Context: an optimization exercise on an open-source flow, tuned for small area, a short achievable clock period and few clock cycles. The choices shown serve that exercise and are no tape-out recipe.
The RTL was checked by simulation tests, not by an equivalence proof against the original design.
No activity file was given, so power comes from the tool's default toggle rates.

<file path="flow/config.mk">
export PLATFORM = sky130hd
export DESIGN_NAME = hobd_core
export DESIGN_NICKNAME = hobd_core
export VERILOG_FILES = /design/flow/design.v
export SDC_FILE = /design/flow/constraint.sdc
export NUM_CORES = 4
export LEC_CHECK = 0
export CAP_MARGIN = 20
export CORE_MARGIN = 2
export CORE_UTILIZATION = 55
export CTS_CLUSTER_DIAMETER = 100
export CTS_CLUSTER_SIZE = 28
export SETUP_SLACK_MARGIN = 5
export SLEW_MARGIN = 20
</file>
<file path="flow/constraint.sdc">
create_clock -name core_clock -period 10.0 [get_ports {clk}]
set_input_delay 2.0000 -clock core_clock [delete_from_list [all_inputs] [get_ports {clk}]]
set_output_delay 2.0000 -clock core_clock [all_outputs]
set_load 0.01 [all_outputs]
</file>
<file path="flow/design.v">
module hobd_core (
    input             clk,
    input             rst,
    input             p_valid,
    input      [9:0]  p_word,
    output     [1:0]  p_resp,
    input             c_valid,
    input      [3:0]  c_op,
    output            c_ready,
    output            c_done,
    output     [1:0]  c_ref,
    output     [31:0] c_resp,
    output            tx_valid,
    output     [31:0] tx_id,
    output     [3:0]  tx_dlc,
    output     [63:0] tx_data,
    input             tx_fail,
    output            diag_valid,
    output     [7:0]  diag_code,
    output            msg_valid,
    output     [7:0]  msg_type,
    output     [7:0]  msg_len,
    output reg        rx_en
);
    localparam FRAME_SYNC = 8'hFA;
    localparam MSG_DATA   = 8'h36;
    localparam OP_NOP = 4'h0, OP_INIT = 4'h1, OP_ENABLE = 4'h2, OP_DISABLE = 4'h3,
               OP_UPDATE = 4'h4, OP_RB_INIT = 4'h5, OP_RB_FLUSH = 4'h6, OP_RB_GET = 4'h7,
               OP_DEC_STEP = 4'h8, OP_PUBLISH = 4'h9, OP_RD_STATUS = 4'hA, OP_RD_COUNT = 4'hB;
    localparam L_UNINIT = 2'd0, L_DISABLED = 2'd1, L_ENABLED = 2'd2;
    localparam D_IDLE = 2'd0, D_LEN = 2'd1, D_PAYLOAD = 2'd2, D_CSUM = 2'd3;
    localparam W_TYPE = 2'd0, W_HI = 2'd1, W_LO = 2'd2, W_SZ = 2'd3;
    localparam S_IDLE = 3'd0, S_UPD = 3'd1, S_PUB = 3'd2, S_STEP = 3'd3, S_GET = 3'd4;
    reg [7:0]  buf_mem [0:63];
    reg [5:0]  head, tail, dptr;
    reg [5:0]  rptr;                 
    reg [7:0]  bq;                   
    reg        bqv;
    reg [6:0]  count;                
    reg [6:0]  ucnt;                 
    reg        overflow, err;
    reg [1:0]  ds;                   
    reg [7:0]  dlm1;                 
    reg [7:0]  rem;                  
    reg [7:0]  nsum;                 
    reg [7:0]  mtype;
    reg        isdata;
    reg        wact;                 
    reg [1:0]  wf;                   
    reg        wdat;                 
    reg [7:0]  whi;                  
    reg [8:0]  welem;                
    reg [6:0]  wk;                   
    reg [3:0]  wo;                   
    reg [7:0]  stg [0:91];           
    reg [8:0]  sflag;                
    reg        pending;              
    reg [7:0]  rec [0:91];           
    reg [6:0]  ready;
    reg [1:0]  seen4, seen6;         
    reg        mflag;                
    reg [15:0] qs;                   
    reg        qv;
    reg        ahd;                  
    reg [1:0]  dcnt;                 
    reg        step_emit;
    reg [1:0]  life;
    reg [2:0]  state;
    reg        pub_upd;
    reg [6:0]  gsel;                 
    reg        psub;
    reg [6:0]  fs0, fs1;             
    reg        txv;
    reg        fail_acc;
    reg        done_r;
    reg [1:0]  ref_r;
    reg [22:0] resp_r;
    function [8:0] eid_match(input [15:0] eid);
        begin
            eid_match = 9'd0;
            eid_match[0] = (eid == 16'h2010);
            eid_match[1] = (eid == 16'h8020);
            eid_match[2] = (eid == 16'h4020);
            eid_match[3] = (eid == 16'hC020);
            eid_match[4] = (eid == 16'h5040);
            eid_match[5] = (eid == 16'h5020);
            eid_match[6] = (eid == 16'hD010);
            eid_match[7] = (eid == 16'h1010);
            eid_match[8] = (eid == 16'h1060);
        end
    endfunction
    function [8:0] esz_ok(input [7:0] sz);
        begin
            esz_ok[0] = (sz == 8'd16);
            esz_ok[1] = (sz == 8'd12);
            esz_ok[2] = (sz == 8'd12);
            esz_ok[3] = (sz == 8'd12);
            esz_ok[4] = (sz == 8'd8);
            esz_ok[5] = (sz == 8'd4);
            esz_ok[6] = (sz == 8'd12);
            esz_ok[7] = (sz == 8'd12);
            esz_ok[8] = (sz == 8'd4);
        end
    endfunction
    function [3:0] rec_elem(input integer j);
        rec_elem = (j < 16) ? 4'd0 : (j < 28) ? 4'd1 : (j < 40) ? 4'd2 : (j < 52) ? 4'd3 :
                   (j < 60) ? 4'd4 : (j < 64) ? 4'd5 : (j < 76) ? 4'd6 : (j < 88) ? 4'd7 : 4'd8;
    endfunction
    function [3:0] rec_off(input integer j);
        rec_off = (j < 16) ? j : (j < 28) ? j - 16 : (j < 40) ? j - 28 : (j < 52) ? j - 40 :
                  (j < 60) ? j - 52 : (j < 64) ? j - 60 : (j < 76) ? j - 64 : (j < 88) ? j - 76 :
                  j - 88;
    endfunction
    function [6:0] prio_first(input [6:0] r);
        begin
            prio_first = 7'd0;
            if      (r[1]) prio_first[1] = 1'b1;
            else if (r[2]) prio_first[2] = 1'b1;
            else if (r[0]) prio_first[0] = 1'b1;
            else if (r[3]) prio_first[3] = 1'b1;
            else if (r[4]) prio_first[4] = 1'b1;
            else if (r[5]) prio_first[5] = 1'b1;
            else if (r[6]) prio_first[6] = 1'b1;
        end
    endfunction
    function [31:0] le4(input integer o);
        le4 = {rec[o], rec[o+1], rec[o+2], rec[o+3]};
    endfunction
    wire ring_full  = count[6];
    wire ring_empty = (count == 7'd0);
    wire ahead      = ahd;           
    wire op_reserved = (c_op >= 4'hC);
    reg  op_refused;
    always @(*) begin
        case (c_op)
            OP_NOP, OP_INIT, OP_RD_STATUS: op_refused = 1'b0;
            OP_ENABLE, OP_RB_INIT, OP_RB_FLUSH: op_refused = (life != L_DISABLED);
            default: op_refused = (life == L_UNINIT);
        endcase
    end
    wire acc     = (state == S_IDLE) & c_valid;
    wire cmd_ok  = acc & ~op_reserved & ~op_refused;
    wire op_rst  = (c_op == OP_INIT) | (c_op == OP_DISABLE);
    wire op_rclr = op_rst | (c_op == OP_ENABLE) | (c_op == OP_RB_INIT) | (c_op == OP_RB_FLUSH);
    wire ring_clr = cmd_ok & op_rclr;
    wire upd_acc  = cmd_ok & (c_op == OP_UPDATE);
    wire pub_acc  = cmd_ok & (c_op == OP_PUBLISH);
    wire step_acc = cmd_ok & (c_op == OP_DEC_STEP);
    wire get_acc  = cmd_ok & (c_op == OP_RB_GET);
    wire rollback = ring_clr | step_acc | get_acc;
    wire [31:0] status = {9'd0, ready, 5'd0, 1'b0, (ahead ? D_IDLE : ds), 1'b0, ring_full,
                          ring_empty, err, overflow, rx_en, life};
    wire put_ok  = p_valid & rx_en & ~ring_full;
    wire put_ovf = p_valid & rx_en & ring_full;
    assign p_resp  = {~rx_en, rx_en & ring_full};
    assign c_ready = (state == S_IDLE);
    always @(posedge clk) begin
        if (put_ok)
            buf_mem[head] <= p_word[7:0];
    end
    wire [7:0] rd_byte = buf_mem[rptr];
    wire       fetch_avail = (ucnt != 7'd0) & ~((ucnt == 7'd1) & bqv);
    wire [7:0] b = bq;
    wire cmdm = upd_acc | (state == S_UPD) | (state == S_STEP);
    wire run_ok = (state == S_UPD) | (state == S_STEP) |
                  ((state == S_IDLE) & (ahead | (ds == D_IDLE)));
    wire stall = (pending & (ds == D_LEN || ds == D_PAYLOAD)) |
                 (mflag & qv & ~q_pop & (ds == D_LEN)) |
                 ((dcnt == 2'd3) & (ds == D_LEN));
    wire dgo = bqv & run_ok & ~stall;
    wire dispatch  = dgo & (ds == D_CSUM) & (b == nsum);
    wire diag_push = dgo & (ds == D_LEN) & (b > 8'd128);
    wire cpend     = pending | (dispatch & isdata);
    wire upd_op    = c_valid & (c_op == OP_UPDATE);
    wire upd_ok    = (state == S_IDLE) & (life != L_UNINIT);
    wire cmd_run   = (state == S_UPD) | (state == S_STEP);
    wire commit    = (upd_op & upd_ok & cpend) | (cmd_run & cpend);
    wire [8:0] commit_e = ({9{upd_op}} & {9{upd_ok & cpend}} & sflag) |
                          ({9{cmd_run & cpend}} & sflag);
    wire sz_fits   = (b < rem);
    wire [8:0] sz_match = welem & esz_ok(b);
    wire stg_we    = bqv & (ds == D_PAYLOAD) & wdat;
    wire [1:0] seen4_if = seen4 | {sflag[5], sflag[4]};
    wire [1:0] seen6_if = seen6 | {sflag[8], sflag[7]};
    wire [6:0] ready_if = ready | {&seen6_if, sflag[6], &seen4_if, sflag[3], sflag[2], sflag[1],
                                   sflag[0]};
    wire [1:0] seen4_c  = commit ? seen4_if : seen4;
    wire [1:0] seen6_c  = commit ? seen6_if : seen6;
    wire [6:0] ready_c  = commit ? ready_if : ready;
    wire [6:0] pf_c     = commit ? prio_first(ready_if) : prio_first(ready);
    wire       any_c    = commit ? (ready_if != 7'd0) : (ready != 7'd0);
    wire       pub_on  = (state == S_PUB);
    wire [6:0] rest    = ready & ~gsel;
    wire       tx_more = (gsel != 7'd0) & (~psub | (rest != 7'd0));
    wire       q_more  = pub_upd & ((qv & mflag) | (dcnt > 2'd1));
    wire       pub_done = pub_on & ~tx_more & ~q_more;
    wire emit_ok = (((state == S_UPD) | pub_on) & pub_upd) | step_emit;
    wire q_pop   = emit_ok & (qv | mflag);
    wire m_xfer  = dgo & (ds == D_LEN) & mflag & ~(q_pop & ~qv);
    wire d_pop   = emit_ok & (dcnt != 2'd0);
    assign tx_valid = txv;
    reg [31:0] f_id;
    reg [3:0]  f_dlc;
    reg [63:0] f_data;
    always @(*) begin
        f_id   = 32'd0;
        f_dlc  = 4'd0;
        f_data = 64'd0;
        if (fs0[0]) begin  
            f_id   = f_id   | 32'h084;
            f_dlc  = f_dlc  | 4'd8;
            f_data = f_data | {le4(4), le4(0)};
        end
        if (fs1[0]) begin
            f_id   = f_id   | 32'h085;
            f_dlc  = f_dlc  | 4'd8;
            f_data = f_data | {le4(12), le4(8)};
        end
        if (fs0[1]) begin  
            f_id   = f_id   | 32'h080;
            f_dlc  = f_dlc  | 4'd8;
            f_data = f_data | {le4(20), le4(16)};
        end
        if (fs1[1]) begin
            f_id   = f_id   | 32'h081;
            f_dlc  = f_dlc  | 4'd4;
            f_data = f_data | {32'd0, le4(24)};
        end
        if (fs0[2]) begin  
            f_id   = f_id   | 32'h082;
            f_dlc  = f_dlc  | 4'd8;
            f_data = f_data | {le4(32), le4(28)};
        end
        if (fs1[2]) begin
            f_id   = f_id   | 32'h083;
            f_dlc  = f_dlc  | 4'd4;
            f_data = f_data | {32'd0, le4(36)};
        end
        if (fs0[3]) begin  
            f_id   = f_id   | 32'h086;
            f_dlc  = f_dlc  | 4'd8;
            f_data = f_data | {le4(44), le4(40)};
        end
        if (fs1[3]) begin
            f_id   = f_id   | 32'h087;
            f_dlc  = f_dlc  | 4'd4;
            f_data = f_data | {32'd0, le4(48)};
        end
        if (fs0[4]) begin  
            f_id   = f_id   | 32'h088;
            f_dlc  = f_dlc  | 4'd8;
            f_data = f_data | {le4(56), le4(52)};
        end
        if (fs1[4]) begin
            f_id   = f_id   | 32'h089;
            f_dlc  = f_dlc  | 4'd4;
            f_data = f_data | {32'd0, le4(60)};
        end
        if (fs0[5]) begin  
            f_id   = f_id   | 32'h08A;
            f_dlc  = f_dlc  | 4'd8;
            f_data = f_data | {le4(68), le4(64)};
        end
        if (fs1[5]) begin
            f_id   = f_id   | 32'h08B;
            f_dlc  = f_dlc  | 4'd4;
            f_data = f_data | {32'd0, le4(72)};
        end
        if (fs0[6]) begin  
            f_id   = f_id   | 32'h08C;
            f_dlc  = f_dlc  | 4'd8;
            f_data = f_data | {rec[83], rec[82], rec[80], rec[81], le4(76)};
        end
        if (fs1[6]) begin
            f_id   = f_id   | 32'h08D;
            f_dlc  = f_dlc  | 4'd8;
            f_data = f_data | {le4(88), rec[87], rec[86], rec[85], rec[84]};
        end
    end
    assign tx_id   = f_id;
    assign tx_dlc  = f_dlc;
    assign tx_data = f_data;
    assign c_done = done_r;
    assign c_ref  = ref_r;
    assign c_resp = {9'd0, resp_r};
    assign msg_valid = q_pop;
    assign msg_type  = qv ? qs[15:8] : mtype;
    assign msg_len   = qv ? qs[7:0] : dlm1;
    assign diag_valid = put_ovf | d_pop;
    assign diag_code  = {6'd0, ~(rx_en & ring_full), rx_en & ring_full};
    genvar gj;
    generate
        for (gj = 0; gj < 92; gj = gj + 1) begin : g_rec
            always @(posedge clk) begin
                if (stg_we && welem[rec_elem(gj)] && wo == rec_off(gj))
                    stg[gj] <= b;
                if (commit_e[rec_elem(gj)])
                    rec[gj] <= stg[gj];
            end
        end
    endgenerate
    always @(posedge clk) begin
        if (rst) begin
            life      <= L_UNINIT;
            rx_en     <= 1'b0;
            state     <= S_IDLE;
            done_r    <= 1'b0;
            ref_r     <= 2'd0;
            resp_r    <= 23'd0;
            head      <= 6'd0;
            tail      <= 6'd0;
            dptr      <= 6'd0;
            rptr      <= 6'd0;
            bqv       <= 1'b0;
            count     <= 7'd0;
            ucnt      <= 7'd0;
            overflow  <= 1'b0;
            err       <= 1'b0;
            ds        <= D_IDLE;
            pending   <= 1'b0;
            mflag     <= 1'b0;
            qv        <= 1'b0;
            ahd       <= 1'b0;
            dcnt      <= 2'd0;
            step_emit <= 1'b0;
            ready     <= 7'd0;
            seen4     <= 2'd0;
            seen6     <= 2'd0;
            gsel      <= 7'd0;
            psub      <= 1'b0;
            fs0       <= 7'd0;
            fs1       <= 7'd0;
            txv       <= 1'b0;
            pub_upd   <= 1'b0;
            fail_acc  <= 1'b0;
        end else begin
            done_r    <= 1'b0;
            step_emit <= 1'b0;
            if (dgo) begin
                case (ds)
                    D_IDLE: if (b == FRAME_SYNC) ds <= D_LEN;
                    D_LEN: begin
                        dlm1  <= b - 8'd1;
                        rem   <= b;
                        nsum  <= 8'd0 - b;
                        wf    <= W_TYPE;
                        wdat  <= 1'b0;
                        wact  <= 1'b1;
                        sflag <= 9'd0;
                        if (b == 8'd0 || b > 8'd128) ds <= D_IDLE;
                        else                         ds <= D_PAYLOAD;
                    end
                    D_PAYLOAD: begin
                        nsum <= nsum - b;
                        rem  <= rem - 8'd1;
                        if (rem == 8'd1) ds <= D_CSUM;
                        if (wf == W_TYPE && !wdat) begin
                            mtype  <= b;
                            isdata <= (b == MSG_DATA);
                            wact   <= (b == MSG_DATA);
                            wf     <= W_HI;
                        end else if (wact) begin
                            if (wdat) begin
                                wo <= wo + 4'd1;
                                wk <= wk - 7'd1;
                                if (wk == 7'd1) wdat <= 1'b0;
                            end else begin
                                case (wf)
                                    W_HI: begin
                                        if (rem < 8'd3) wact <= 1'b0;
                                        whi <= b;
                                        wf  <= W_LO;
                                    end
                                    W_LO: begin
                                        welem <= eid_match({whi, b});
                                        wf    <= W_SZ;
                                    end
                                    default: begin  
                                        wf <= W_HI;
                                        if (!sz_fits) begin
                                            wact <= 1'b0;
                                        end else if (b != 8'd0) begin
                                            wdat  <= 1'b1;
                                            wk    <= b[6:0];
                                            wo    <= 4'd0;
                                            welem <= sz_match;
                                            sflag <= sflag | sz_match;
                                        end
                                    end
                                endcase
                            end
                        end
                    end
                    default: ds <= D_IDLE;  
                endcase
            end
            if (commit)
                pending <= 1'b0;
            else if (dispatch & isdata)
                pending <= 1'b1;
            ready <= ready_c;
            seen4 <= seen4_c;
            seen6 <= seen6_c;
            if (dispatch)                    mflag <= 1'b1;
            else if (m_xfer | (q_pop & ~qv)) mflag <= 1'b0;
            if (m_xfer) begin
                qs <= {mtype, dlm1};
                qv <= 1'b1;
            end else if (q_pop & qv) begin
                qv <= 1'b0;
            end
            if (cmdm)     ahd <= 1'b0;
            else if (dgo) ahd <= 1'b1;
            dcnt <= dcnt + {1'b0, diag_push} - {1'b0, d_pop};
            if (put_ok) head <= head + 6'd1;
            if (dgo)    dptr <= dptr + 6'd1;
            if (~bqv | dgo) begin
                if (fetch_avail) begin
                    bq   <= rd_byte;
                    bqv  <= 1'b1;
                    rptr <= rptr + 6'd1;
                end else if (put_ok) begin
                    bq   <= p_word[7:0];
                    bqv  <= 1'b1;
                    rptr <= rptr + 6'd1;
                end else begin
                    bqv  <= 1'b0;
                end
            end
            ucnt <= ucnt + {6'd0, put_ok} - {6'd0, dgo};
            if (cmdm) begin
                tail  <= dptr + {5'd0, dgo};
                count <= ucnt - {6'd0, dgo};
            end else begin
                count <= count + {6'd0, put_ok};
            end
            if (put_ovf) overflow <= 1'b1;
            if (p_valid && rx_en && (p_word[8] || p_word[9])) err <= 1'b1;
            case (state)
            S_IDLE: if (c_valid) begin
                done_r <= 1'b1;
                ref_r  <= 2'd0;
                resp_r <= 23'd0;
                if (op_reserved) begin
                    ref_r <= 2'd2;
                end else if (op_refused) begin
                    ref_r <= 2'd1;
                end else begin
                    case (c_op)
                        OP_INIT, OP_DISABLE: begin
                            rx_en <= 1'b0;
                            life  <= L_DISABLED;
                        end
                        OP_ENABLE: begin
                            rx_en <= 1'b1;
                            life  <= L_ENABLED;
                        end
                        OP_RD_STATUS: resp_r <= status[22:0];
                        OP_RD_COUNT:  resp_r <= {16'd0, count};
                        OP_RB_GET: begin
                            done_r <= 1'b0;
                            state  <= S_GET;
                        end
                        OP_DEC_STEP: begin
                            done_r <= 1'b0;
                            state  <= S_STEP;
                        end
                        OP_UPDATE: begin
                            done_r   <= 1'b0;
                            pub_upd  <= 1'b1;
                            fail_acc <= 1'b0;
                            psub     <= 1'b0;
                            if (ucnt == 7'd0 || (ucnt == 7'd1 && dgo)) begin
                                gsel  <= pf_c;
                                fs0   <= pf_c;
                                fs1   <= 7'd0;
                                txv   <= any_c;
                                state <= S_PUB;
                            end else begin
                                state <= S_UPD;
                            end
                        end
                        OP_PUBLISH: begin
                            done_r   <= 1'b0;
                            pub_upd  <= 1'b0;
                            fail_acc <= 1'b0;
                            psub     <= 1'b0;
                            gsel     <= prio_first(ready);
                            fs0      <= prio_first(ready);
                            fs1      <= 7'd0;
                            txv      <= (ready != 7'd0);
                            state    <= S_PUB;
                        end
                        default: ;
                    endcase
                end
            end
            S_UPD: begin
                if (ucnt == 7'd0 || (ucnt == 7'd1 && dgo)) begin
                    gsel  <= pf_c;
                    fs0   <= pf_c;
                    fs1   <= 7'd0;
                    txv   <= any_c;
                    state <= S_PUB;
                end
            end
            S_PUB: begin
                if (tx_valid && tx_fail) fail_acc <= 1'b1;
                if (tx_valid) begin
                    if (psub) begin
                        psub <= 1'b0;
                        gsel <= prio_first(rest);
                        fs0  <= prio_first(rest);
                        fs1  <= 7'd0;
                        txv  <= (rest != 7'd0);
                        if (gsel[4]) seen4 <= 2'd0;
                        if (gsel[6]) seen6 <= 2'd0;
                        ready <= rest;
                    end else begin
                        psub <= 1'b1;
                        fs0  <= 7'd0;
                        fs1  <= gsel;
                    end
                end
                if (pub_done) begin
                    done_r <= 1'b1;
                    ref_r  <= 2'd0;
                    resp_r <= {13'd0, fail_acc | (tx_valid & tx_fail), 9'd0};
                    state  <= S_IDLE;
                end
            end
            S_STEP: if (ucnt == 7'd0 || bqv) begin
                done_r    <= 1'b1;
                step_emit <= 1'b1;
                resp_r    <= (ucnt == 7'd0) ? 23'h100 : {10'd0, dispatch, 4'd0, b};
                state     <= S_IDLE;
            end
            default: begin  
                done_r <= 1'b1;
                bqv <= 1'b0;
                if (count == 7'd0) begin
                    resp_r <= 23'h100;
                end else begin
                    resp_r <= {15'd0, rd_byte};
                    tail   <= tail + 6'd1;
                    dptr   <= dptr + 6'd1;
                    rptr   <= rptr + 6'd1;
                    count  <= count - 7'd1;
                    ucnt   <= ucnt - 7'd1;
                end
                state <= S_IDLE;
            end
            endcase
            if (rollback) begin
                dptr    <= tail;
                rptr    <= tail;
                bqv     <= 1'b0;
                ucnt    <= count;
                pending <= 1'b0;
                mflag   <= 1'b0;
                qv      <= 1'b0;
                ahd     <= 1'b0;
                dcnt    <= 2'd0;
                ds      <= ahead ? D_IDLE : ds;
            end
            if (ring_clr) begin
                head     <= 6'd0;
                tail     <= 6'd0;
                dptr     <= 6'd0;
                rptr     <= 6'd0;
                bqv      <= 1'b0;
                count    <= 7'd0;
                ucnt     <= 7'd0;
                overflow <= 1'b0;
                err      <= 1'b0;
            end
            if (cmd_ok && op_rst) begin
                ds    <= D_IDLE;
                ready <= 7'd0;
                seen4 <= 2'd0;
                seen6 <= 2'd0;
            end
        end
    end
endmodule
</file>
<file path="flow/flow/run.sh">
#!/bin/bash
set -euo pipefail
cd "$(dirname "$0")/.."
bash standard.sh SETUP_SLACK_MARGIN=5.5 \
  "BUFFER_PORTS_ARGS=-buffer_cell sky130_fd_sc_hd__buf_4" finish > flow_make.log 2>&1
</file>
<file path="flow/standard.sh">
#!/bin/bash
# synth_recipe.tcl (not shown) runs the flow's synth.tcl, then flattens the netlist and writes it again
# the make line also repeats each setting of config.mk as NAME=value (left out here)
make -C /OpenROAD-flow-scripts/flow DESIGN_CONFIG=/design/flow/config.mk WORK_HOME=/design/flow/orfs CLKGATE_MAP_FILE= SYNTH_SCRIPT=/design/flow/synth_recipe.tcl "${@:-finish}"
</file>
==> run summary, run 1 <==
* Status: complete, no violations
* Initial Util at 0.553
* Top_reg_cell synth: edfxtp_1
* Commonest non-fill, non-tap cells in the layout: edfxtp_1 (2082), nor2_1 (295), buf_4 (224)
* Max_cap viols at 0
* Vias post-DR at 41400
* Min cycle time layout at 4.57 ns
* Port-buffer cells at 135
* Final setup fails at 0
* DP Area at 83700 um^2
* Hold Path Class: register to register
* Core area at 146000 um^2
* Slew HR at 0.226
* Fmax achieved at 219 MHz
* Largest area contributor in the netlist: edfxtp_1
* Clock slew at reported path FFs at 0.11 ns
* Post-Syn Area at 80500 um^2
* Fin worst setup slack at 5.43 ns
* CP Class: register to output pin
* Sequential element share of the synthesized area at 0.804
* CTS Root Cell: clkbuf_16
* Post-layout total power at 17.3 mW
* Rows at 140
* Wire per inst at 31.5 um
* Met3 routed WL at 15000 um
* Largest net degree at the start of global routing at 78
* IO Pins at 185
* Area of the multi-input gates at 15300 um^2
* Post-route ant nets at 0
* Remaining DRCs at 0
* WL met2 at 99200 um
* Initial antenna violation count at 6
* Commonest non-fill, non-tap cell in the layout: edfxtp_1
* Drt via density at 6.37
* RSZ-0062 raised after global routing: yes
* Register Area at 64800 um^2
* Layout area overhead at 9.78%
* DRT Pass-1 Iters at 5
* GP Congestion at 0.835
* Distinct cells, synth at 83
* Ys async rst share at 0
* Post-Synthesis Cells at 4377
* Final period utilization at 0.457
* Worst path arrival time at 2.57 ns
* Initial DRC Count at 5201
* DRT met1 WL at 85800 um
* CP Launch Type: register
* Hold slack at 0.390 ns
* Final hold viol count at 0
* Final Max Tran Viols at 0
* Core Util, Final at 0.607
* Post-synth EDFFs at 2082
* Vias in the first global route at 39500
* WL final at 205000 um
* Slew of the pin with the lowest slew margin at 1.16 ns
* Crit path max fanout at 17
* DIE AREA at 150000 um^2
* All-Layer GR Usage at 0.270
* Die X at 387 um
* Setup_tns at 0 ns
* Max clock buf depth at 3
* Total gr overflow at 0
* First-pass GRT wire length at 288000 um
* Mean Syn Cell Area at 18.4 um^2
* Top cells by area, synth: edfxtp_1 (78%), mux4_2 (4.2%), dfxtp_1 (2.8%)
* Req. time, crit path at 8.00 ns
* Leak at 27.7 nW
* Sink Count at 2194
* Top routing layer in use: met4
* Worst vdd ir at 161 uV
* Layout cells sized above 1 at 0.166
* Crit. End Element: output pin
* Clk latency of the worst-skew pair at 0.76 ns
* CTS Buf Count at 88
* Hpwl dp at 114000 um
* Top-area cell type share of the netlist area at 0.776
* CTS tree: built
* Fin nets at 4634
* Placed insts at 6297
* Htree depth at 3
* Pwr dens at 195 nW/um^2
* Fillcell total at 10500
* Fin area at 88400 um^2
* Non-Filler Instances at 6501
* Layout Skew at 0.0482 ns
* Dpl ws at 4.13 ns
* Die Span Y at 387 um
* Yosys warns at 3
* Synthesized flop and latch total at 2194
routing by layer:
layer | global-route usage | vias up
met5 | 0 | -
li1 | - | 17700
met4 | 0.0602 | 0
met3 | 0.0323 | 237
met1 | 0.396 | 21800
met2 | 0.440 | 1797
sequential cells by signal, summed over array words and instances, names as in the netlist, 7 cells and up:
name     cells
resp_r      18
nsum         8
sflag        9
stg        736
rec        736
fs0          7
ucnt         7
gsel         7
mtype        8
welem        9
rem          8
dlm1         8
count        7
whi          8
wk           7
ready        7
qs          16
buf_mem    512
bq           8
fs1          7
kinds of logic after synthesis:
logic type | Yosys count | share of synthesized area
AOI/OAI and AO/OA | 707 | 0.0648
xor gates and xnor gates | 66 | 0.00718
adders and majority gates | 62 | 0.00982
buffers and inverters | 340 | 0.0190
DFF | 2194 | 0.804
muxes | 199 | 0.0484
other | 1 | 0.0000466
and+or+nand+nor | 808 | 0.0466
Yosys cell counts (59+ instances only):
cell	n
edfxtp_1	2082
nor2_1	308
nand2_1	182
a22oi_1	171
clkbuf_1	164
mux4_2	149
a21oi_1	126
dfxtp_1	112
a221oi_1	104
nand3_1	92
inv_1	79
a22o_1	65
o21ai_0	65
ha_1	60
buf_4	59
worst max-delay path: stages (launching register included):
cell and delay [ns]:
dfxtp_4 0.41, buf_16 0.19, a22oi_2 0.19, nand2_2 0.09, a221oi_4 0.27, nand4_1 0.38, buf_4 0.28
what timing repair did:
item                                    4_1_cts  5_1_grt
hold buffers                                  0        0
endpoints found under the setup margin      277      278
buffers inserted                             51       10
gates resized for setup                     133       62
cloned                                       16        4
pin swaps                                    25       26
report_power, final:
part / switching [mW] / internal [mW]
Combinational: 1.52 / 0.863
Sequential: 0.102 / 10.4
Clock: 2.66 / 1.69
Total: 4.28 / 13.0
final cells by class:
type	instances	area share
diodes	3	0.0000849
inverters	80	0.00352
flip-flops and latches	2194	0.733
multi-input cells	1894	0.173
clock inverters	9	0.00136
repair buffers	295	0.0352
clock buffers	109	0.0263
well taps	1917	0.0271
worst paths after layout:
path | start | endpoint | slack [ns] | depth (start not counted)
max | fs0[6] | tx_data[22] | 5.43 | 6
max reg2reg | rptr[0] | resp_r[6] | 5.75 | 6
min | stg[5][1] | rec[5][1] | 0.39 | 0
min reg2reg | stg[5][1] | rec[5][1] | 0.39 | 0
Testbench counts, summed over its fixed seeds: cycles 39,405.
==> run 2, diff against run 1 <==
--- a/flow/config.mk
+++ b/flow/config.mk
@@ -7,7 +7,9 @@
 export LEC_CHECK = 0
+export ABC_CLOCK_PERIOD_IN_PS = 5000
 export CAP_MARGIN = 20
 export CORE_MARGIN = 2
-export CORE_UTILIZATION = 55
-export CTS_CLUSTER_DIAMETER = 100
-export CTS_CLUSTER_SIZE = 28
+export CORE_UTILIZATION = 65
+export CTS_CLUSTER_DIAMETER = 80
+export CTS_CLUSTER_SIZE = 30
+export PLACE_DENSITY = 0.72
 export SETUP_SLACK_MARGIN = 5
==> run 2 against run 1 <==
Against the previous run:
- worst hold slack better by 0.0094 ns
- register-to-register slack lost 0.20 ns
- total power rose by 0.56%
==> run summary, run 2 <==
* Status: complete, no violations (unchanged)
* WL final at 196000 um (was 205000 um)
* Int Pwr at 13.1 mW (was 13.0 mW)
* First-pass GRT wire length at 279000 um (was 288000 um)
* Layout area overhead at 8.55% (was 9.78%)
* Worst path arrival time at 2.55 ns (was 2.57 ns)
* Top-area cell type share of the netlist area at 0.776 (unchanged)
* Leak at 27.4 nW (was 27.7 nW)
* Hold_buf cts at 0 (unchanged)
* Total gr overflow at 0 (unchanged)
* Top cells by count, synth: edfxtp_1 (2082), nor2_1 (308), nand2_1 (182) (unchanged)
* Worst path slowest cell: dfxtp_4 (unchanged)
* Register Area at 64800 um^2 (unchanged)
* Largest regs: rec x736, stg x736, buf_mem x512 (unchanged)
* CTS Buf Count at 89 (was 88)
* Ant diodes at 0 (was 3)
* Commonest non-fill, non-tap cell in the layout: edfxtp_1 (unchanged)
* Layout Skew at 0.0340 ns (was 0.0482 ns)
* Mean Syn Cell Area at 18.4 um^2 (unchanged)
* Crit path buffers/inverters at 2 (unchanged)
* RSZ-0062 raised after global routing: yes (unchanged)
* Rows at 129 (was 140)
* Top cells by area, synth: edfxtp_1 (78%), mux4_2 (4.2%), dfxtp_1 (2.8%) (unchanged)
* Sequential element share of the synthesized area at 0.804 (unchanged)
* Ys async rst share at 0 (unchanged)
* Sw Share at 0.248 (about the same)
* Wire per inst at 31.7 um (was 31.5 um)
* Initial DRC Count at 6330 (was 5201)
* Drt via density at 6.75 (was 6.37)
* Clk latency of the worst-skew pair at 0.73 ns (was 0.76 ns)
* Slew HR at 0.188 (was 0.226)
* Die X at 356 um (was 387 um)
* CP Launch Type: register (unchanged)
* Sink Count at 2194 (unchanged)
* Pwr dens at 199 nW/um^2 (was 195 nW/um^2)
* Crit. End Element: output pin (unchanged)
* Register share of total power at 0.607 (was 0.610)
* Initial Util at 0.653 (was 0.553)
* Comb power frac at 0.135 (was 0.138)
* CTS Root Cell: clkbuf_16 (unchanged)
* DIE AREA at 127000 um^2 (was 150000 um^2)
* Vias post-DR at 41800 (was 41400)
* Layout cells sized above 1 at 0.152 (was 0.166)
* Post-Synthesis Cells at 4377 (unchanged)
* Hold Path Class: register to register (unchanged)
* Largest area contributor in the netlist: edfxtp_1 (unchanged)
* Max clock buf depth at 3 (unchanged)
* Min cycle time layout at 4.55 ns (was 4.57 ns)
* Final hold viol count at 0 (unchanged)
* Final setup fails at 0 (unchanged)
* Worst-path cell chain: buf_16 -> a22oi_1 -> nand2_1 -> a221oi_2 -> nand4_1 -> buf_4 (was buf_16 -> a22oi_2 -> nand2_2 -> a221oi_4 -> nand4_1 -> buf_4)
* Distinct cells, synth at 83 (unchanged)
* Crit path max fanout at 17 (unchanged)
* CP Class: register to output pin (unchanged)
* Clock slew at reported path FFs at 0.11 ns (about the same)
* Req. time, crit path at 8.00 ns (about the same)
* Post-route ant nets at 0 (unchanged)
* Fin nets at 4597 (was 4634)
* All-Layer GR Usage at 0.308 (was 0.270)
* GP Congestion at 0.897 (was 0.835)
* Count leader, synth: edfxtp_1 (unchanged)
* Initial antenna violation count at 1 (was 6)
* Post-synth EDFFs at 2082 (unchanged)
* Core area at 123000 um^2 (was 146000 um^2)
* DRT Pass-1 Iters at 6 (was 5)
* Post-Syn Area at 80500 um^2 (unchanged)
* Slowest stage delay, CP at 0.42 ns (was 0.41 ns)
* IO Pins at 185 (unchanged)
* Htree depth at 3 (unchanged)
* Slew of the pin with the lowest slew margin at 1.21 ns (was 1.16 ns)
* Final period utilization at 0.455 (was 0.457)
* Port-buffer cells at 135 (unchanged)
* Setup_tns at 0 ns (unchanged)
* Area of the multi-input gates at 15000 um^2 (was 15300 um^2)
* Synthesized flop and latch total at 2194 (unchanged)
* Top Family by Delay on Critical Path: compound AO/OA/AOI/OAI gates (was buffers and inverters)
* Worst vdd ir at 242 uV (was 161 uV)
* Clk network pwr share at 0.258 (was 0.252)
* Fillcell total at 7504 (was 10500)
* Vias in the first global route at 40300 (was 39500)
* Fmax achieved at 220 MHz (was 219 MHz)
* Largest net degree at the start of global routing at 99 (was 78)
* Top_reg_cell synth: edfxtp_1 (unchanged)
* Hpwl dp at 112000 um (was 114000 um)
* Yosys warns at 3 (unchanged)
* Max_cap viols at 0 (unchanged)
* Core Util, Final at 0.709 (was 0.607)
* Final Max Tran Viols at 0 (unchanged)
* Commonest non-fill, non-tap cells in the layout: edfxtp_1 (2082), nor2_1 (300), buf_4 (203) (was edfxtp_1 (2082), nor2_1 (295), buf_4 (224))
* Die Span Y at 356 um (was 387 um)
* CTS tree: built (unchanged)
* Net Switching at 4.30 mW (was 4.28 mW)
* Remaining DRCs at 0 (unchanged)
run 2: changes by cell type in the layout (fill, tap and decap cells not counted), sizes merged, moves of 2 or more:
cell,previous run,this run
buf,281,250
bufbuf,9,2
clkbuf,114,106
clkinv,4,6
clkinvlp,3,7
diode,3,0
inv,81,91
run 2: worst reg2reg max path: stages, from the launching register on:
cell and delay [ns]:
edfxtp_1 0.34, buf_4 0.52, inv_2 0.16, ha_4 0.34, and4_1 0.22, nand4_1 0.16
nor4_4 0.43, o21a_2 0.59, nand2_4 0.17, clkinvlp_4 0.43, buf_6 0.64
run 2: final timing paths:
| path | to | cells past startpoint | start | slack [ns] |
|---|---|---|---|---|
| setup / recovery | tx_data[30] | 6 | fs0[0] | 5.45 |
| setup reg to reg | rec[30][3] | 10 | bq[6] | 5.55 |
| hold / removal | rec[17][0] | 0 | stg[17][0] | 0.40 |
| hold reg to reg | rec[17][0] | 0 | stg[17][0] | 0.40 |
run 2: metrics by stage:
step           cell area, um^2  instances  setup WS (ns)  power (mW)  hold WS [ns]
2_1_floorplan            80800       4425           4.79        12.2         0.400
3_3_place_gp             83200       6004           4.45        13.0         0.400
3_5_place_dp             83300       6007           4.31        13.1         0.405
4_1_cts                  87100       6180           5.32        17.4         0.412
5_1_grt                  87400       6190           5.41        17.8         0.417
6_report                 87400       6190           5.45        17.4         0.400
run 2: what timing repair did:
item                                    4_1_cts  5_1_grt
gates cloned                                 10        3
gates resized for setup                     107       34
pin swaps                                    18       12
endpoints found under the setup margin      437      170
buffers inserted                             35        5
run 2: cell type report:
cell class	count	area share
Inverter	80	0.00356
Clock inverter	24	0.00371
Multi-Input combinational cell	1895	0.172
Clock buffer	104	0.0266
Timing Repair Buffer	254	0.0290
Sequential cell	2194	0.742
Tap cell	1637	0.0234
Timing Repair inverter	2	0.000114
run 2: power by group through the flow:
stage | Combinational (mW) | Sequential [mW] | Clock, mW
after floorplan | 1.37 | 10.9 | 0
after global placement | 2.28 | 10.7 | 0
after detailed placement | 2.32 | 10.7 | 0
after CTS | 2.34 | 10.5 | 4.50
after global routing | 2.49 | 10.5 | 4.81
final | 2.35 | 10.5 | 4.48
run 2: cell families after synthesis:
kind of cell / synth area share
compound gates: 0.0648
xor+xnor: 0.00718
fa+ha+maj: 0.00982
buf+inv: 0.0190
flops: 0.804
mux: 0.0484
other cells: 0.0000466
simple gates: 0.0466
run 2: layer usage:
layer,track usage,share of wire
met5,0,0.000071
met4,0.101,0.035
met3,0.0370,0.093
met2,0.505,0.49
met1,0.439,0.38
==> run 3, diff against run 2 <==
--- a/flow/config.mk
+++ b/flow/config.mk
@@ -10,6 +10,6 @@
 export CORE_MARGIN = 2
-export CORE_UTILIZATION = 65
+export CORE_UTILIZATION = 60
 export CTS_CLUSTER_DIAMETER = 80
 export CTS_CLUSTER_SIZE = 30
-export PLACE_DENSITY = 0.72
+export PLACE_DENSITY = 0.68
 export SETUP_SLACK_MARGIN = 5
==> run 3 against run 2 <==
Against the previous run:
- still clean on timing, DRC and antenna
- register-to-register slack improved by 0.33 ns
- setup slack got worse by 0.043 ns
- utilization fell by 4.4 points
- sequential power barely moved
- critical endpoint is now tx_data[22]
- largest cell class unchanged
==> run summary, run 3 <==
* Status: complete, no violations (unchanged)
* Initial Util at 0.604 (was 0.653)
* Hold Path Class: register to register (unchanged)
* Post-Syn Area at 80500 um^2 (unchanged)
* CP Class: register to output pin (unchanged)
* Layout area overhead at 10.1% (was 8.55%)
* DIE AREA at 137000 um^2 (was 127000 um^2)
* RSZ-0062 raised after global routing: yes (unchanged)
* Max clock buf depth at 3 (unchanged)
* CTS Buf Count at 92 (was 89)
* Remaining DRCs at 0 (unchanged)
* Port-buffer cells at 135 (unchanged)
* CP Launch Type: register (unchanged)
* Min cycle time layout at 4.59 ns (was 4.55 ns)
* Vias in the first global route at 40200 (was 40300)
* Top Family by Delay on Critical Path: buffers and inverters (was compound AO/OA/AOI/OAI gates)
* WL final at 198000 um (was 196000 um)
* Max_cap viols at 0 (unchanged)
* Slowest stage delay, CP at 0.40 ns (was 0.42 ns)
* Int Pwr at 13.2 mW (was 13.1 mW)
* GP Congestion at 0.874 (was 0.897)
* CTS tree: built (unchanged)
* Worst-path cell chain: buf_6 -> buf_16 -> a22oi_2 -> nand2_1 -> a221oi_2 -> nand4_1 -> buf_4 (was buf_16 -> a22oi_1 -> nand2_1 -> a221oi_2 -> nand4_1 -> buf_4)
* Worst path slowest cell: nand4_1 (was dfxtp_4)
* Final Max Tran Viols at 0 (unchanged)
* Hpwl dp at 110000 um (was 112000 um)
* Fin worst setup slack at 5.41 ns (was 5.45 ns)
* Commonest non-fill, non-tap cells in the layout: edfxtp_1 (2082), nor2_1 (300), buf_4 (227) (was edfxtp_1 (2082), nor2_1 (300), buf_4 (203))
* Distinct cells, synth at 83 (unchanged)
* Drt via density at 6.57 (was 6.75)
* Vias post-DR at 41900 (was 41800)
* Total gr overflow at 0 (unchanged)
* Sequential element share of the synthesized area at 0.804 (unchanged)
* Largest regs: rec x736, stg x736, buf_mem x512 (unchanged)
* Crit path buffers/inverters at 3 (was 2)
* Count leader, synth: edfxtp_1 (unchanged)
* Sw Share at 0.249 (was 0.248)
* Core area at 133000 um^2 (was 123000 um^2)
* Largest net degree at the start of global routing at 88 (was 99)
* Register Area at 64800 um^2 (about the same)
* Top-area cell type share of the netlist area at 0.776 (unchanged)
* Area of the multi-input gates at 15300 um^2 (was 15000 um^2)
* Pwr dens at 198 nW/um^2 (was 199 nW/um^2)
* Final hold viol count at 0 (unchanged)
* Largest area contributor in the netlist: edfxtp_1 (unchanged)
* Dpl ws at 4.48 ns (was 4.31 ns)
* DRT Pass-1 Iters at 6 (unchanged)
* Yosys warns at 3 (unchanged)
* Initial antenna violation count at 10 (was 1)
* Fmax achieved at 218 MHz (was 220 MHz)
* Crit. End Element: output pin (unchanged)
* IO Pins at 185 (unchanged)
* Leak at 27.9 nW (was 27.4 nW)
* Top cells by count, synth: edfxtp_1 (2082), nor2_1 (308), nand2_1 (182) (unchanged)
* Layout Skew at 0.0442 ns (was 0.0340 ns)
* Slew of the pin with the lowest slew margin at 1.22 ns (was 1.21 ns)
* Mean Syn Cell Area at 18.4 um^2 (unchanged)
* Worst path arrival time at 2.59 ns (was 2.55 ns)
* Sink Count at 2194 (unchanged)
* Ys async rst share at 0 (unchanged)
* Layout cells sized above 1 at 0.170 (was 0.152)
* Comb power frac at 0.134 (was 0.135)
* All-Layer GR Usage at 0.287 (was 0.308)
* Final setup fails at 0 (unchanged)
* Slew HR at 0.178 (was 0.188)
* Net Switching at 4.38 mW (was 4.30 mW)
* Crit path max fanout at 5 (was 17)
* Clk network pwr share at 0.268 (was 0.258)
* Synthesized flop and latch total at 2194 (unchanged)
* First-pass GRT wire length at 282000 um (was 279000 um)
* Req. time, crit path at 8.00 ns (about the same)
* Top_reg_cell synth: edfxtp_1 (unchanged)
* Setup_tns at 0 ns (unchanged)
* Worst vdd ir at 161 uV (was 242 uV)
* Htree depth at 3 (unchanged)
* Wire per inst at 31.1 um (was 31.7 um)
* Die Span Y at 370 um (was 356 um)
* Clock slew at reported path FFs at 0.11 ns (about the same)
* Post-Synthesis Cells at 4377 (unchanged)
* Post-route ant nets at 0 (unchanged)
* Commonest non-fill, non-tap cell in the layout: edfxtp_1 (unchanged)
* Fillcell total at 8680 (was 7504)
* Fin nets at 4626 (was 4597)
* Die X at 370 um (was 356 um)
* Clk latency of the worst-skew pair at 0.75 ns (was 0.73 ns)
* CTS Root Cell: clkbuf_16 (unchanged)
* Register share of total power at 0.599 (was 0.607)
* Post-synth EDFFs at 2082 (unchanged)
* Final period utilization at 0.459 (was 0.455)
* Initial DRC Count at 6155 (was 6330)
* Top cells by area, synth: edfxtp_1 (78%), mux4_2 (4.2%), dfxtp_1 (2.8%) (unchanged)
* Rows at 134 (was 129)
[run 3: layer usage]
layer  vias up  wire [um]  global-route usage
li1      17700          -                   -
met1     21500      78500               0.419
met2      2379      95500               0.460
met3       312      18500              0.0440
met4         8       5810              0.0783
met5         -         65                   0
[run 3: metrics by stage]
stage | hold slack, ns | utilization | std cells | power (mW) | area (um^2)
3_3_place_gp | 0.400 | 0.626 | 6137 | 13.0 | 83400
6_report | 0.395 | 0.665 | 6368 | 17.6 | 88600
4_1_cts | 0.397 | 0.661 | 6344 | 17.6 | 88100
2_1_floorplan | 0.400 | - | 4425 | 12.2 | 80800
5_1_grt | 0.412 | 0.665 | 6368 | 18.1 | 88600
3_5_place_dp | 0.405 | 0.626 | 6137 | 13.1 | 83400
[run 3: worst paths after layout]
kind / start / to / slack, ns / cells past startpoint
worst max-delay path: fs1[0] / tx_data[22] / 5.41 / 7
worst min-delay path: stg[77][3] / rec[77][3] / 0.40 / 0
worst max register to register: wdat / stg[30][2] / 5.88 / 3
worst min register to register: stg[77][3] / rec[77][3] / 0.40 / 0
[run 3: kinds of logic after synthesis]
kind of cell             share of synthesized area
flip-flops                                   0.804
AO/OA/AOI/OAI                               0.0648
buffers and inverters                       0.0190
adder cells (fa/ha/maj)                    0.00982
multiplexers                                0.0484
XOR/XNOR                                   0.00718
other                                    0.0000466
AND/OR/NAND/NOR                             0.0466
[run 3: power groups by stage]
stage          clock, mW  sequential [mW]  combinational [mW]
2_1_floorplan          0             10.9                1.37
3_3_place_gp           0             10.7                2.30
3_5_place_dp           0             10.7                2.33
4_1_cts             4.76             10.5                2.35
5_1_grt             5.04             10.5                2.50
6_report            4.71             10.5                2.35
[run 3: cell type report]
type | count | share of cell area
Timing Repair Buffer | 283 | 0.0343
Inverter | 80 | 0.00351
Multi-Input combinational cell | 1893 | 0.172
Clock inverter | 41 | 0.00632
Antenna cell | 2 | 0.0000565
Timing Repair inverter | 1 | 0.0000565
Clock buffer | 106 | 0.0270
Tap cell | 1768 | 0.0250
Sequential cell | 2194 | 0.731
[run 3: timing repair]
item / 4_1_cts / 5_1_grt
setup buffers: 41 / 15
pin swaps: 25 / 32
resized for setup: 128 / 56
setup endpoints to repair: 294 / 255
hold buffers: 0 / 0
cloned: 19 / 3
hold endpoints to repair: 0 / 0
==> run 4, diff against run 3 <==
--- a/flow/config.mk
+++ b/flow/config.mk
@@ -10,6 +10,6 @@
 export CORE_MARGIN = 2
-export CORE_UTILIZATION = 60
-export CTS_CLUSTER_DIAMETER = 80
+export CORE_UTILIZATION = 75
+export CTS_CLUSTER_DIAMETER = 70
 export CTS_CLUSTER_SIZE = 30
-export PLACE_DENSITY = 0.68
+export PLACE_DENSITY = 0.82
 export SETUP_SLACK_MARGIN = 5
==> run 4 against run 3 <==
Against the previous run:
- register-to-register slack lost 0.33 ns
- synthesized area stayed put
- sequential power hardly changed
- first-iteration DRC count increased by 42%
- die area fell by 20%
- wire length up 14%
- sequential cell count unchanged
- synthesized cell count unchanged
- clock-buffer cell count increased by 11
- final cell count is 5.8% lower
- setup slack worse by 0.16 ns
- highest routed layer unchanged
==> run summary, run 4 <==
* Status: complete, no violations (unchanged)
* Setup_tns at 0 ns (unchanged)
* Crit path max fanout at 12 (was 5)
* Hold_buf cts at 0 (unchanged)
* Count leader, synth: edfxtp_1 (unchanged)
* Die X at 332 um (was 370 um)
* Sink Count at 2194 (unchanged)
* Register share of total power at 0.588 (was 0.599)
* GP Congestion at 0.902 (was 0.874)
* Leak at 27.7 nW (was 27.9 nW)
* Dpl ws at 4.24 ns (was 4.48 ns)
* Synthesized flop and latch total at 2194 (unchanged)
* Max clock buf depth at 3 (unchanged)
* Initial DRC Count at 8736 (was 6155)
* Remaining DRCs at 0 (unchanged)
* CP Launch Type: register (unchanged)
* Vias post-DR at 45200 (was 41900)
* Req. time, crit path at 8.00 ns (about the same)
* Largest area contributor in the netlist: edfxtp_1 (unchanged)
* Worst path arrival time at 2.76 ns (was 2.59 ns)
* Top cells by count, synth: edfxtp_1 (2082), nor2_1 (308), nand2_1 (182) (unchanged)
* Top_reg_cell synth: edfxtp_1 (unchanged)
* Slowest stage delay, CP at 0.53 ns (was 0.40 ns)
* Wire per inst at 37.7 um (was 31.1 um)
* Vias in the first global route at 43300 (was 40200)
* Crit. End Element: output pin (unchanged)
* Hold Path Class: register to register (unchanged)
* CTS Buf Count at 95 (was 92)
* Commonest non-fill, non-tap cells in the layout: edfxtp_1 (2082), nor2_1 (299), buf_4 (205) (was edfxtp_1 (2082), nor2_1 (300), buf_4 (227))
* Yosys warns at 3 (unchanged)
* Post-synth EDFFs at 2082 (unchanged)
* Final Max Tran Viols at 0 (unchanged)
* Htree depth at 3 (unchanged)
* Post-Syn Area at 80500 um^2 (unchanged)
* Layout area overhead at 9.08% (was 10.1%)
* Final hold viol count at 0 (unchanged)
* Crit path buffers/inverters at 3 (unchanged)
* Comb power frac at 0.134 (about the same)
* Hpwl dp at 111000 um (was 110000 um)
* Fillcell total at 4831 (was 8680)
* Pwr dens at 204 nW/um^2 (was 198 nW/um^2)
* Slew of the pin with the lowest slew margin at 1.27 ns (was 1.22 ns)
* Int Pwr at 13.2 mW (about the same)
* Distinct cells, synth at 83 (unchanged)
* Final setup fails at 0 (unchanged)
* Core area at 107000 um^2 (was 133000 um^2)
* Ys async rst share at 0 (unchanged)
* First-pass GRT wire length at 307000 um (was 282000 um)
* Worst path slowest cell: a221oi_2 (was nand4_1)
* RSZ-0062 raised after global routing: yes (unchanged)
* Initial antenna violation count at 3 (was 10)
* Clk latency of the worst-skew pair at 0.78 ns (was 0.75 ns)
* Commonest non-fill, non-tap cell in the layout: edfxtp_1 (unchanged)
* DRT Pass-1 Iters at 10 (was 6)
* Sw Share at 0.259 (was 0.249)
* WL final at 227000 um (was 198000 um)
* Top cells by area, synth: edfxtp_1 (78%), mux4_2 (4.2%), dfxtp_1 (2.8%) (unchanged)
* Layout Skew at 0.0747 ns (was 0.0442 ns)
* Net Switching at 4.63 mW (was 4.38 mW)
* Clk network pwr share at 0.279 (was 0.268)
* CTS Root Cell: clkbuf_16 (unchanged)
* Slew HR at 0.147 (was 0.178)
* All-Layer GR Usage at 0.395 (was 0.287)
* Port-buffer cells at 135 (unchanged)
* Top Family by Delay on Critical Path: compound AO/OA/AOI/OAI gates (was buffers and inverters)
* Clock slew at reported path FFs at 0.11 ns (about the same)
* Initial Util at 0.754 (was 0.604)
* Rows at 120 (was 134)
* Largest regs: rec x736, stg x736, buf_mem x512 (unchanged)
* Fin nets at 4607 (was 4626)
* Fmax achieved at 210 MHz (was 218 MHz)
* Fin worst setup slack at 5.24 ns (was 5.41 ns)
* Worst-path cell chain: buf_4 -> clkbuf_16 -> a22oi_1 -> nand2_1 -> a221oi_2 -> nand4_1 -> buf_4 (was buf_6 -> buf_16 -> a22oi_2 -> nand2_1 -> a221oi_2 -> nand4_1 -> buf_4)
* Largest net degree at the start of global routing at 132 (was 88)
* Sequential element share of the synthesized area at 0.804 (unchanged)
* Layout cells sized above 1 at 0.160 (was 0.170)
* Mean Syn Cell Area at 18.4 um^2 (unchanged)
* Total gr overflow at 0 (unchanged)
* Min cycle time layout at 4.76 ns (was 4.59 ns)
* CTS tree: built (unchanged)
* CP Class: register to output pin (unchanged)
* Final period utilization at 0.476 (was 0.459)
* Post-route ant nets at 0 (unchanged)
* DIE AREA at 110000 um^2 (was 137000 um^2)
* Max_cap viols at 0 (unchanged)
* Most used cell, CP: buf_4
* Post-Synthesis Cells at 4377 (unchanged)
* Die Span Y at 332 um (was 370 um)
* Worst vdd ir at 286 uV (was 161 uV)
* IO Pins at 185 (unchanged)
* Top-area cell type share of the netlist area at 0.776 (unchanged)
* Drt via density at 7.54 (was 6.57)
-- run 4: changes by cell type in the layout (fill, tap and decap cells not counted), moves of 5 or more --
cell,change
a22oi_2,-14
a221oi_1,+16
clkinvlp_4,+5
clkbuf_1,+7
inv_8,+6
clkbuf_16,+8
buf_12,+9
bufbuf_16,-7
buf_16,-9
buf_4,-22
a22oi_1,+14
a221oi_2,-19
-- run 4: area by class of cell --
| class | instances | area, um^2 | area share |
|---|---|---|---|
| Sequential cell | 2194 | 64800 | 0.738 |
| Multi-Input combinational cell | 1895 | 15200 | 0.172 |
| Timing Repair Buffer | 258 | 2660 | 0.0303 |
| Clock buffer | 117 | 2530 | 0.0288 |
| Tap cell | 1403 | 1760 | 0.0200 |
| Clock inverter | 50 | 593 | 0.00675 |
| Inverter | 80 | 312 | 0.00355 |
| Timing Repair inverter | 2 | 10.0 | 0.000114 |
| Antenna cell | 2 | 5.00 | 0.0000570 |
-- run 4: cell families (layout without fill, tap and decap cells) --
group                    Yosys count  count (layout)  share of synthesized area
multiplexers                     199             199                     0.0484
buffers and inverters            340             507                     0.0190
AND/OR/NAND/NOR                  808             812                     0.0466
AO/OA/AOI/OAI                    707             707                     0.0648
adder cells (fa/ha/maj)           62              62                    0.00982
other                              1              51                  0.0000466
XOR/XNOR                          66              66                    0.00718
flip-flops                      2194            2194                      0.804
-- run 4: worst paths after layout --
path | endpoint | slack, ns | start | cells past startpoint
max | tx_data[7] | 5.24 | fs0[0] | 7
min | rec[67][2] | 0.39 | stg[67][2] | 0
max reg2reg | rec[21][5] | 5.55 | qv | 5
min reg2reg | rec[67][2] | 0.39 | stg[67][2] | 0
-- run 4: through the flow --
stage | std cells | utilization | area, um^2 | hold WS [ns] | total power, mW
after detailed placement | 5765 | 0.777 | 82900 | 0.405 | 13.0
after floorplan | 4425 | - | 80800 | 0.400 | 12.2
final | 6001 | 0.823 | 87800 | 0.393 | 17.9
after CTS | 5972 | 0.817 | 87300 | 0.401 | 17.7
after global routing | 5999 | 0.823 | 87800 | 0.396 | 18.2
after global placement | 5765 | 0.777 | 82900 | 0.400 | 13.0
-- run 4: per-layer routing --
metal | routed length [um] | vias to the layer above | share of wire | track usage
met3 | 30200 | 919 | 0.13 | 0.0768
met1 | 70300 | 22100 | 0.31 | 0.517
met4 | 16900 | 2 | 0.075 | 0.210
met5 | 20 | - | 0.000088 | 0
met2 | 109000 | 4615 | 0.48 | 0.642
li1 | - | 17600 | - | -
-- run 4: repair_timing --
action	CTS	global route
hold endpoints to repair	0	0
cloned	9	7
pin swaps	11	23
setup endpoints to repair	410	341
gates resized for setup	109	48
buffers inserted	31	17
-- run 4: power groups by stage --
stage          Clock [mW]  Sequential (mW)  Combinational [mW]
6_report             4.98             10.5                2.39
5_1_grt              5.18             10.5                2.50
4_1_cts              4.84             10.5                2.33
3_5_place_dp            0             10.7                2.31
3_3_place_gp            0             10.7                2.25
2_1_floorplan           0             10.9                1.37
-- run 4: worst register-to-register path, stage by stage (launching register included) --
cell        delay, ns
dfxtp_1          1.02
and4b_1          0.32
o31a_1           0.22
nor4_2           0.12
o211ai_1         0.83
clkinvlp_2       1.32
==> run 5, diff against run 4 <==
==> flow/flow/run.sh (replaced) <==
#!/bin/bash
set -euo pipefail
cd "$(dirname "$0")/.."
bash standard.sh SETUP_SLACK_MARGIN=5.6 \
  "BUFFER_PORTS_ARGS=-buffer_cell sky130_fd_sc_hd__buf_4" finish > flow_make.log 2>&1
--- a/flow/config.mk
+++ b/flow/config.mk
@@ -10,6 +10,6 @@
 export CORE_MARGIN = 2
-export CORE_UTILIZATION = 75
-export CTS_CLUSTER_DIAMETER = 70
+export CORE_UTILIZATION = 65
+export CTS_CLUSTER_DIAMETER = 80
 export CTS_CLUSTER_SIZE = 30
-export PLACE_DENSITY = 0.82
+export PLACE_DENSITY = 0.72
 export SETUP_SLACK_MARGIN = 5
==> run 5 against run 4 <==
Against the previous run:
- still clean
- critical path depth down 1
- first-iteration DRC count down 28%
- maximum frequency up 2.9%
- sequential power about the same
- setup slack better by 0.13 ns
- critical path type unchanged
==> run summary, run 5 <==
* Crit path max fanout at 8 (was 12)
* All-Layer GR Usage at 0.312 (was 0.395)
* Final setup fails at 0 (unchanged)
* Port-buffer cells at 135 (unchanged)
* Remaining DRCs at 0 (unchanged)
* CTS tree: built (unchanged)
* Min cycle time layout at 4.62 ns (was 4.76 ns)
* Reg-to-Reg End: wk[4] (was rec[21][5])
* Die Span Y at 356 um (was 332 um)
* Layout area overhead at 10.3% (was 9.08%)
* Vias post-DR at 42300 (was 45200)
* Top routing layer in use: met4 (was met5)
* CP Launch Type: register (unchanged)
* Top cells by count, synth: edfxtp_1 (2082), nor2_1 (308), nand2_1 (182) (unchanged)
* Synthesized flop and latch total at 2194 (unchanged)
* Req. time, crit path at 8.00 ns (about the same)
* Post-synth EDFFs at 2082 (unchanged)
* Worst-path cell chain: buf_12 -> a22oi_2 -> nand2_1 -> a221oi_2 -> nand4_1 -> buf_4 (was buf_4 -> clkbuf_16 -> a22oi_1 -> nand2_1 -> a221oi_2 -> nand4_1 -> buf_4)
* Yosys warns at 3 (unchanged)
* Final period utilization at 0.462 (was 0.476)
* Fin nets at 4658 (was 4607)
* Slew of the pin with the lowest slew margin at 1.16 ns (was 1.27 ns)
* Slowest stage delay, CP at 0.45 ns (was 0.53 ns)
* WHS Path Cells at 0 (unchanged)
* Max clock buf depth at 3 (unchanged)
* Top-area cell type share of the netlist area at 0.776 (unchanged)
* CTS Root Cell: clkbuf_16 (unchanged)
* Leak at 28.0 nW (was 27.7 nW)
* IO Pins at 185 (unchanged)
* WL final at 201000 um (was 227000 um)
* Largest area contributor in the netlist: edfxtp_1 (unchanged)
* Post-route ant nets at 0 (unchanged)
* Final hold viol count at 0 (unchanged)
* Layout Skew at 0.0426 ns (was 0.0747 ns)
* Initial DRC Count at 6285 (was 8736)
* Max_cap viols at 0 (unchanged)
* Status: complete, no violations (unchanged)
* Core area at 123000 um^2 (was 107000 um^2)
* Pwr dens at 194 nW/um^2 (was 204 nW/um^2)
* Drt via density at 6.76 (was 7.54)
* Hpwl dp at 110000 um (was 111000 um)
* DRT met1 WL at 74700 um (was 70300 um)
* Htree depth at 3 (unchanged)
* Count leader, synth: edfxtp_1 (unchanged)
* Post-layout total power at 17.3 mW (was 17.9 mW)
* R2R Path Start: bq[1] (was qv)
* Met3 routed WL at 19500 um (was 30200 um)
* Clk latency of the worst-skew pair at 0.74 ns (was 0.78 ns)
* FF-to-FF path depth at 8 (was 5)
* Initial Util at 0.653 (was 0.754)
* Rows at 129 (was 120)
* Hold_buf cts at 0 (unchanged)
* Wire per inst at 32.1 um (was 37.7 um)
* GP Congestion at 0.881 (was 0.902)
* Setup_tns at 0 ns (unchanged)
* CTS Buf Count at 87 (was 95)
* DIE AREA at 127000 um^2 (was 110000 um^2)
* Largest regs: rec x736, stg x736, buf_mem x512 (unchanged)
* Initial antenna violation count at 1 (was 3)
* CP Class: register to output pin (unchanged)
* Sequential element share of the synthesized area at 0.804 (unchanged)
* Fmax achieved at 216 MHz (was 210 MHz)
* Commonest non-fill, non-tap cells in the layout: edfxtp_1 (2082), nor2_1 (302), buf_4 (213) (was edfxtp_1 (2082), nor2_1 (299), buf_4 (205))
* Slew HR at 0.224 (was 0.147)
* Top cells by area, synth: edfxtp_1 (78%), mux4_2 (4.2%), dfxtp_1 (2.8%) (unchanged)
* Commonest non-fill, non-tap cell in the layout: edfxtp_1 (unchanged)
* Ant diodes at 0 (was 2)
* Layout cells sized above 1 at 0.179 (was 0.160)
* Total gr overflow at 0 (unchanged)
* WL met2 at 98700 um (was 109000 um)
* RSZ-0062 raised after global routing: yes (unchanged)
* Largest net degree at the start of global routing at 85 (was 132)
* Worst hold start: stg[25][1] (was stg[67][2])
* Crit. End Element: output pin (unchanged)
* Die X at 356 um (was 332 um)
* Final Max Tran Viols at 0 (unchanged)
* First-pass GRT wire length at 280000 um (was 307000 um)
* Distinct cells, synth at 83 (unchanged)
* Clock slew at reported path FFs at 0.11 ns (about the same)
* Hold Path Class: register to register (unchanged)
* Worst vdd ir at 203 uV (was 286 uV)
* Worst path arrival time at 2.62 ns (was 2.76 ns)
* Worst path slowest cell: dfxtp_4 (was a221oi_2)
* Hold worst-path end: rec[25][1] (was rec[67][2])
* Post-Synthesis Cells at 4377 (unchanged)
* DRT Pass-1 Iters at 8 (was 10)
* Vias in the first global route at 40100 (was 43300)
* R2r setup slk at 5.85 ns (was 5.55 ns)
* Post-Syn Area at 80500 um^2 (unchanged)
* Ys async rst share at 0 (unchanged)
* Top_reg_cell synth: edfxtp_1 (unchanged)
* Sink Count at 2194 (unchanged)
* Mean Syn Cell Area at 18.4 um^2 (unchanged)
==> run 5: cell counts after synthesis <==
Identical to the previous run, type by type.
==> run 5: critical path, delay by kind of cell (launching register included) <==
kind	cells	cell delay [ns]
simple gates	2	0.50
flops	1	0.45
buf+inv	2	0.48
compound gates	2	0.45
==> run 5: metrics by stage <==
stage	util	instance area [um^2]	cells	setup WS (ns)	hold WS [ns]
6_report	0.720	88800	6257	5.38	0.408
5_1_grt	0.720	88800	6257	5.39	0.425
4_1_cts	0.713	87900	6213	5.38	0.401
3_5_place_dp	0.675	83200	6003	4.14	0.405
3_3_place_gp	0.675	83200	6003	4.19	0.400
2_1_floorplan	-	80800	4425	4.79	0.400
==> run 5: layer usage <==
metal | global-route usage | vias up
met2 | 0.506 | 2589
li1 | - | 17700
met1 | 0.439 | 21600
met5 | 0 | -
met3 | 0.0453 | 387
met4 | 0.116 | 0
==> run 5: final cells by class <==
type                       count  area, um^2
timing repair inverter         5        30.0
tap                         1637        2050
clock buffer                 109        2270
clock inverter                23         299
fill                        7329       34500
sequential                  2194       64800
timing repair buffer         313        3440
multi-input combinational   1896       15600
inverter                      80         312
==> run 5: how the worst max path moves through the flow <==
stage / cells after the start / from / endpoint
finish: 6 / fs1[4] / tx_data[18]
global route: 6 / fs1[4] / tx_data[18]
CTS: 6 / fs0[6] / tx_data[22]
detailed placement: 9 / c_op[1] / rec[38][0]
global placement: 9 / c_op[1] / rec[38][1]
floorplan: 8 / bq[6] / rec[0][0]
==> run 5: what timing repair did <==
item	4_1_cts	5_1_grt
resized for setup	188	89
endpoints found under the hold margin	0	0
endpoints found under the setup margin	479	367
setup buffers	53	36
pin swaps	45	66
gates cloned	25	5
==> run 5: logic make-up (layout without fill, tap and decap cells) <==
family,after synthesis,count (layout),synth area share
muxes,199,199,0.0484
xor gates and xnor gates,66,66,0.00718
other,1,49,0.0000466
AOI/OAI and AO/OA,707,707,0.0648
buffers and inverters,340,530,0.0190
adders and majority gates,62,62,0.00982
DFF,2194,2194,0.804
and+or+nand+nor,808,813,0.0466
==> run 5: power breakdown <==
part,total [mW],switching (mW),internal (mW)
Combinational,2.38,1.51,0.870
Clock,4.38,2.68,1.70
Sequential,10.5,0.0847,10.4
==> run 6, diff against run 5 <==
==> flow/flow/run.sh (replaced) <==
#!/bin/bash
set -euo pipefail
cd "$(dirname "$0")/.."
bash standard.sh SETUP_SLACK_MARGIN=5.5 \
  "BUFFER_PORTS_ARGS=-buffer_cell sky130_fd_sc_hd__buf_2" finish > flow_make.log 2>&1
==> run 6 against run 5 <==
Against the previous run:
- die area unchanged
- worst hold slack better by 0.0046 ns
- total power barely moved
- sequential cell count stayed put
- non-clock buffer count is 51 lower
- combinational power is 3% lower
- first-iteration DRC count shrank 0.94%
- synthesized area unchanged
- still clean
==> run summary, run 6 <==
* Layout cells sized above 1 at 0.158 (was 0.179)
* Fmax achieved at 221 MHz (was 216 MHz)
* Fin area at 87300 um^2 (was 88800 um^2)
* Final hold viol count at 0 (unchanged)
* Die X at 356 um (unchanged)
* Final Max Tran Viols at 0 (unchanged)
* Pwr dens at 198 nW/um^2 (was 194 nW/um^2)
* Clk latency of the worst-skew pair at 0.73 ns (was 0.74 ns)
* Hold Path Class: register to register (unchanged)
* Crit path buffers/inverters at 2 (unchanged)
* Top cells by count, synth: edfxtp_1 (2082), nor2_1 (308), nand2_1 (182) (unchanged)
* Fin nets at 4601 (was 4658)
* Largest regs: rec x736, stg x736, buf_mem x512 (unchanged)
* Mean Syn Cell Area at 18.4 um^2 (unchanged)
* Top Family by Delay on Critical Path: compound AO/OA/AOI/OAI gates (was simple AND/OR/NAND/NOR gates)
* Rows at 129 (unchanged)
* Setup_tns at 0 ns (unchanged)
* CP Launch Type: register (unchanged)
* Dpl ws at 3.94 ns (was 4.14 ns)
* Status: complete, no violations (unchanged)
* IO Pins at 185 (unchanged)
* Largest area contributor in the netlist: edfxtp_1 (unchanged)
* Remaining DRCs at 0 (unchanged)
* WL final at 196000 um (was 201000 um)
* Initial Util at 0.653 (unchanged)
* Ant diodes at 0 (unchanged)
* Final setup fails at 0 (unchanged)
* Max clock buf depth at 3 (unchanged)
* Non-Filler Instances at 6196 (was 6257)
* Min cycle time layout at 4.52 ns (was 4.62 ns)
* CP Class: register to output pin (unchanged)
* Htree depth at 3 (unchanged)
* Slew HR at 0.223 (was 0.224)
* Worst vdd ir at 219 uV (was 203 uV)
* Commonest non-fill, non-tap cell in the layout: edfxtp_1 (unchanged)
* Post-Synthesis Cells at 4377 (unchanged)
* CTS tree: built (unchanged)
* Hpwl dp at 111000 um (was 110000 um)
* CTS Root Cell: clkbuf_16 (unchanged)
* Hold_buf cts at 0 (unchanged)
* Largest net degree at the start of global routing at 129 (was 85)
* Worst-path cell chain: buf_8 -> a22o_1 -> a221oi_1 -> nand3_1 -> buf_2 (was buf_12 -> a22oi_2 -> nand2_1 -> a221oi_2 -> nand4_1 -> buf_4)
* Worst path slowest cell: dfxtp_4 (unchanged)
* DIE AREA at 127000 um^2 (unchanged)
* Layout area overhead at 8.45% (was 10.3%)
* Post-Syn Area at 80500 um^2 (unchanged)
* Placed insts at 6011 (was 6003)
* Vias in the first global route at 40200 (was 40100)
* Sink Count at 2194 (unchanged)
==> run 6: worst reg2reg max path, cell delays in order, from the launching register on <==
cell      delay [ns]
edfxtp_1        0.36
buf_6           0.45
inv_1           0.27
ha_1            0.37
and4_1          0.20
nand4_1         0.14
nor4_2          0.62
o21ai_0         0.42
nor2_4          0.16
buf_4           0.46
buf_6           0.57
==> run 6: power by group <==
group | switching (mW) | internal (mW) | total [mW]
Sequential | 0.100 | 10.4 | 10.5
Combinational | 1.47 | 0.854 | 2.32
Clock | 2.63 | 1.81 | 4.44
Total | 4.20 | 13.1 | 17.3
==> run 6: what timing repair did <==
item,4_1_cts,5_1_grt
hold endpoints to repair,0,0
setup buffers,34,11
cloned,8,2
setup endpoints to repair,402,317
pin swaps,15,17
resized for setup,125,42
==> run 6: final cells by class <==
type | instances | area share
multi-input cells | 1894 | 0.174
flip-flops and latches | 2194 | 0.742
clock buffers | 108 | 0.0272
clock inverters | 20 | 0.00311
inverters | 80 | 0.00357
repair buffers | 262 | 0.0265
well taps | 1637 | 0.0235
repair inverters | 1 | 0.0000860
==> run 6: worst paths after layout <==
| kind | cells after the start | endpoint | slack [ns] |
|---|---|---|---|
| hold reg to reg | 0 | rec[84][0] | 0.41 |
| setup / recovery | 5 | tx_data[47] | 5.48 |
| hold / removal | 0 | rec[84][0] | 0.41 |
| setup reg to reg | 10 | rec[59][5] | 5.58 |
==> run 6: layer usage <==
metal	vias up	global-route usage	part of all wire	routed length [um]
met3	326	0.0369	0.098	19200
met2	2558	0.501	0.49	95200
met1	21500	0.447	0.38	74600
met5	-	0	0	0
li1	17600	-	-	-
met4	0	0.0949	0.035	6840
==> run 6: kinds of logic (layout without fill, tap and decap cells) <==
kind of cell	count (synthesis)	count (layout)	synth area share
multiplexers	199	199	0.0484
XOR/XNOR	66	66	0.00718
buffers and inverters	340	471	0.0190
adder cells (fa/ha/maj)	62	62	0.00982
AND/OR/NAND/NOR	808	811	0.0466
other	1	49	0.0000466
flip-flops	2194	2194	0.804
AO/OA/AOI/OAI	707	707	0.0648

Check on run 6: ideal ports give 5.485 ns setup slack; a clkbuf_16 on the clock port and buf_2 on the inputs give 5.404 ns; moving port delays by the midpoint clock arrival (0.787 ns) as well gives 4.867 ns.
